Source: an optimization exercise on an open RTL-to-GDS flow (aim: a short achievable clock period). Production flows keep margins and buffers that such runs may drop.

==> inputs of cedar <==
// rd_dds
module rd_dds (
  input  wire        clk,
  input  wire        rst,           
  input  wire [31:0] cmd,
  input  wire        cmd_valid,
  output wire        cmd_ready,
  input  wire        tick,
  input  wire        dial_active,
  input  wire        pulse,
  input  wire        db_release,
  input  wire        sf_inhibit,
  input  wire [1:0]  map_policy,
  output wire [7:0]  sample,
  output wire        out_en,
  output wire        busy,
  output wire [4:0]  digit,
  output wire        digit_valid,
  output wire        sf_arm,
  output wire        sf_cancel
);
export LEC_CHECK = 0
export ABC_CLOCK_PERIOD_IN_PS = 1500
export CAP_MARGIN = 20
export CORE_MARGIN = 2
export CORE_UTILIZATION = 35
export PLACE_DENSITY = 0.55
export SETUP_SLACK_MARGIN = 4.5
export SLEW_MARGIN = 20
create_clock -name core_clock -period 7.0 [get_ports {clk}]
run.sh (not shown) runs the stock make flow with config.mk's settings and CLKGATE_MAP_FILE= SYNTH_SCRIPT=/design/flow/synth_recipe.tcl, a recipe that flattens the netlist after the stock synthesis.
==> inputs of tundra, as changes to cedar <==
--- a/flow/design.v
+++ b/flow/design.v
@@ -117,14 +117,15 @@
   reg [9:0]     k1a, k2a, k3a;   
   reg [9:0]     k1b, k2b, k3b;
   reg [5:0]     dur6;            
   reg [1:0]     tune_q;          
   reg [9:0]     pa, pb;          
   reg [9:0]     na, nb;          
   reg [9:0]     na2, nb2;        
+  reg [9:0]     na2c, nb2c;      
   reg [6:0]     ra, rb;          
   reg [7:0]     st_a, st_b;      
   reg           st_b_nz;
   reg [7:0]     nxt_a1, nxt_a2;  
   reg [1:0]     more;            
   reg [3:0]     lo;              
   reg [15:0]    hi;              
@@ -225,36 +226,34 @@
     end
   end
   always @(posedge clk) begin
     hi_m1  <= hi - 16'd1;
     hi_is1 <= (hi == 16'd1);
   end
   reg        v1, v2, v3;
-  reg [7:0]  slot, slot1, slot2, wslot;
+  reg [7:0]  slot, slot1, wslot;
   reg [5:0]  pa01, pa23, pa45, pb01, pb23, pb45;
   reg [5:0]  qa, qa45, qb, qb45, ra_m, rb_m;
   wire [5:0] ka6 = k1a[5:0];
   wire [5:0] kb6 = k1b[5:0];
   always @(posedge clk) begin
     if (rst) begin
       v1    <= 1'b0;
       v2    <= 1'b0;
       v3    <= 1'b0;
       slot  <= 8'd0;
       slot1 <= 8'd0;
-      slot2 <= 8'd0;
       wslot <= 8'd0;
     end else begin
       v1    <= fresh && busy_q;
       v2    <= v1;
       v3    <= v2;
       slot  <= {slot[6:0], v3};
       slot1 <= slot;
-      slot2 <= slot1;
-      wslot <= slot2;
+      wslot <= slot1;
     end
   end
   always @(posedge clk) begin
     pa01 <= (dur6[0] ? ka6 : 6'd0) + (dur6[1] ? {ka6[4:0], 1'b0} : 6'd0);
     pa23 <= (dur6[2] ? {ka6[3:0], 2'b0} : 6'd0) + (dur6[3] ? {ka6[2:0], 3'b0} : 6'd0);
     pa45 <= (dur6[4] ? {ka6[1:0], 4'b0} : 6'd0) + (dur6[5] ? {ka6[0], 5'b0} : 6'd0);
     pb01 <= (dur6[0] ? kb6 : 6'd0) + (dur6[1] ? {kb6[4:0], 1'b0} : 6'd0);
@@ -313,30 +312,21 @@
     ua0 <= pa + cq0;
     ua1 <= pa + cq1;
     ua2 <= pa + cq2;
     ua3 <= pa + cq3;
     ub0 <= pb + cqb0;
     ub1 <= pb + cqb1;
   end
-  wire [6:0] la0, la1, la2, la3, lb0, lb1;
-  reg  [6:0] ta0, ta1, ta2, ta3, tb0, tb1;
-  rd_dds_sine   u_la0 (.idx(ua0[9:3]), .amp(la0));
-  rd_dds_sine   u_la1 (.idx(ua1[9:3]), .amp(la1));
-  rd_dds_sine   u_la2 (.idx(ua2[9:3]), .amp(la2));
-  rd_dds_sine   u_la3 (.idx(ua3[9:3]), .amp(la3));
-  rd_dds_sine34 u_lb0 (.idx(ub0[9:3]), .amp(lb0));
-  rd_dds_sine34 u_lb1 (.idx(ub1[9:3]), .amp(lb1));
-  always @(posedge clk) begin
-    ta0 <= la0;
-    ta1 <= la1;
-    ta2 <= la2;
-    ta3 <= la3;
-    tb0 <= lb0;
-    tb1 <= lb1;
-  end
+  wire [6:0] ta0, ta1, ta2, ta3, tb0, tb1;
+  rd_dds_sine   u_la0 (.idx(ua0[9:3]), .amp(ta0));
+  rd_dds_sine   u_la1 (.idx(ua1[9:3]), .amp(ta1));
+  rd_dds_sine   u_la2 (.idx(ua2[9:3]), .amp(ta2));
+  rd_dds_sine   u_la3 (.idx(ua3[9:3]), .amp(ta3));
+  rd_dds_sine34 u_lb0 (.idx(ub0[9:3]), .amp(tb0));
+  rd_dds_sine34 u_lb1 (.idx(ub1[9:3]), .amp(tb1));
   always @(posedge clk) begin
     for (j = 0; j < 8; j = j + 1) begin
       if (wslot[j]) begin
         if (j < 7) begin
           cra[7*j +: 7]  <= ta0;
           cr2a[7*j +: 7] <= ta2;
         end
@@ -371,45 +361,53 @@
       s_first = s_first | ({8{sym_q[k]}} & ss[8*k +: 8]);
   end
   wire [6:0] amp_a2, amp_b2;
   rd_dds_sine   u_sine_a (.idx(na2[9:3]), .amp(amp_a2));
   rd_dds_sine34 u_sine_b (.idx(nb2[9:3]), .amp(amp_b2));
   wire [9:0] pa_k2 = pa + k2a, pa_k3 = pa + k3a;
   wire [9:0] pb_k2 = pb + k2b, pb_k3 = pb + k3b;
-  wire [9:0] na2_n = na2 + {2'b00, (chg2 ? nxt_a1 : st_a)};
-  wire [9:0] nb2_n = nb2 + {2'b00, st_b};
+  wire [9:0] na2_n;
+  wire [9:0] nb2_n;
+  assign na2_n = na2c + {2'b00, (chg2 ? nxt_a1 : st_a)};
+  assign nb2_n = nb2c + {2'b00, st_b};
   reg       ahead;
   reg [7:0] pend;
+  wire      shift = !fresh && tick && !ahead;
+  always @(posedge clk) begin
+    na2  <= fresh ? pa_k3 : shift ? na2_n : na2c;
+    na2c <= fresh ? pa_k3 : shift ? na2_n : na2;
+    nb2  <= fresh ? pb_k3 : shift ? nb2_n : nb2c;
+    nb2c <= fresh ? pb_k3 : shift ? nb2_n : nb2;
+  end
   always @(posedge clk) begin
     if (fresh) begin
       na    <= pa_k2;
-      na2   <= pa_k3;
       ra    <= sa_cr2;
       nb    <= pb_k2;
-      nb2   <= pb_k3;
       rb    <= sb_cr2;
       pend  <= s_first;
       ahead <= !tick;
     end else if (tick) begin
       if (!ahead) begin
-        na  <= na2;
-        na2 <= na2_n;
+        na  <= na2c;
         ra  <= amp_a2;
-        nb  <= nb2;
-        nb2 <= nb2_n;
+        nb  <= nb2c;
         rb  <= st_b_nz ? amp_b2 : 7'd0;
       end
       ahead <= 1'b0;
     end
   end
   reg  [7:0] sample_q;
+  reg        busy_s;
   wire [7:0] sample_n = fresh ? s_first : ahead ? pend : ({1'b0, ra} + {1'b0, rb});
   always @(posedge clk) begin
-    sample_q <= do_tick ? sample_n : sample;
-    sample   <= do_tick ? sample_n : sample_q;
+    busy_s   <= rst ? 1'b0 : (busy_s ? !(tick && last_fin) : start);
+    if (do_tick)
+      sample_q <= sample_n;
+    sample   <= (tick && busy_s) ? sample_n : sample_q;
   end
 endmodule
 module rd_dds_decoder (
   input  wire       clk,
   input  wire       rst,
   input  wire       dial_active,
   input  wire       pulse,
==> results_dict.tcl <==
set metrics [dict create \
    dp_hpwl_um 141700 \
    status "complete, no violations" \
    synth_most_common_cell "nor2_1" \
    postLayoutCellArea_sq_um 66000 \
    seq_cell_power_mw 5.76 \
    synth_area_sq_um 55030 \
    use_met2 0.3923 \
    p_per_area_nw_per_um2 193.2 \
]
[end of results for tundra]
==> results_dict.tcl <==
set metrics [dict create \
    status "complete, no violations" \
    p_per_area_nw_per_um2 204.9 \
    dp_hpwl_um 127600 \
    synth_most_common_cell "dfxtp_1" \
    synth_area_sq_um 54270 \
    postLayoutCellArea_sq_um 63270 \
    use_met2 0.3560 \
]
[end of results for cedar]
No run of this note included a check of the RTL's function; only the layout flow was run.

[re-timing with driven ports]
In the flow no input, the clock included, has a driving cell. The finished layouts below were timed again as built, in two steps.
Step 1: set_driving_cell puts a clkbuf_16 on clk and a buf_2 on each other input, an assumption about the parent block.
Step 2, shift: input delay + t, output delay - t, t = (earliest + latest rising clock arrival at the registers) / 2. This alone moves slack from input paths to output paths.
Three values: ideal ports, drivers, drivers and shift; two values: the first two.
run	t (ns)	slack for setup (ns)	hold slack, ns
cedar	0.783	4.353 / 4.273 / 3.490	0.300 / 0.300 / 0.300
tundra	0.774	4.346 / 4.329 / 3.714	0.326 / 0.326 / 0.326
After both steps every run listed still meets setup and hold. For cedar, which loses most, drivers alone change the setup slack by -0.080 ns; drivers and shift together by -0.863 ns.
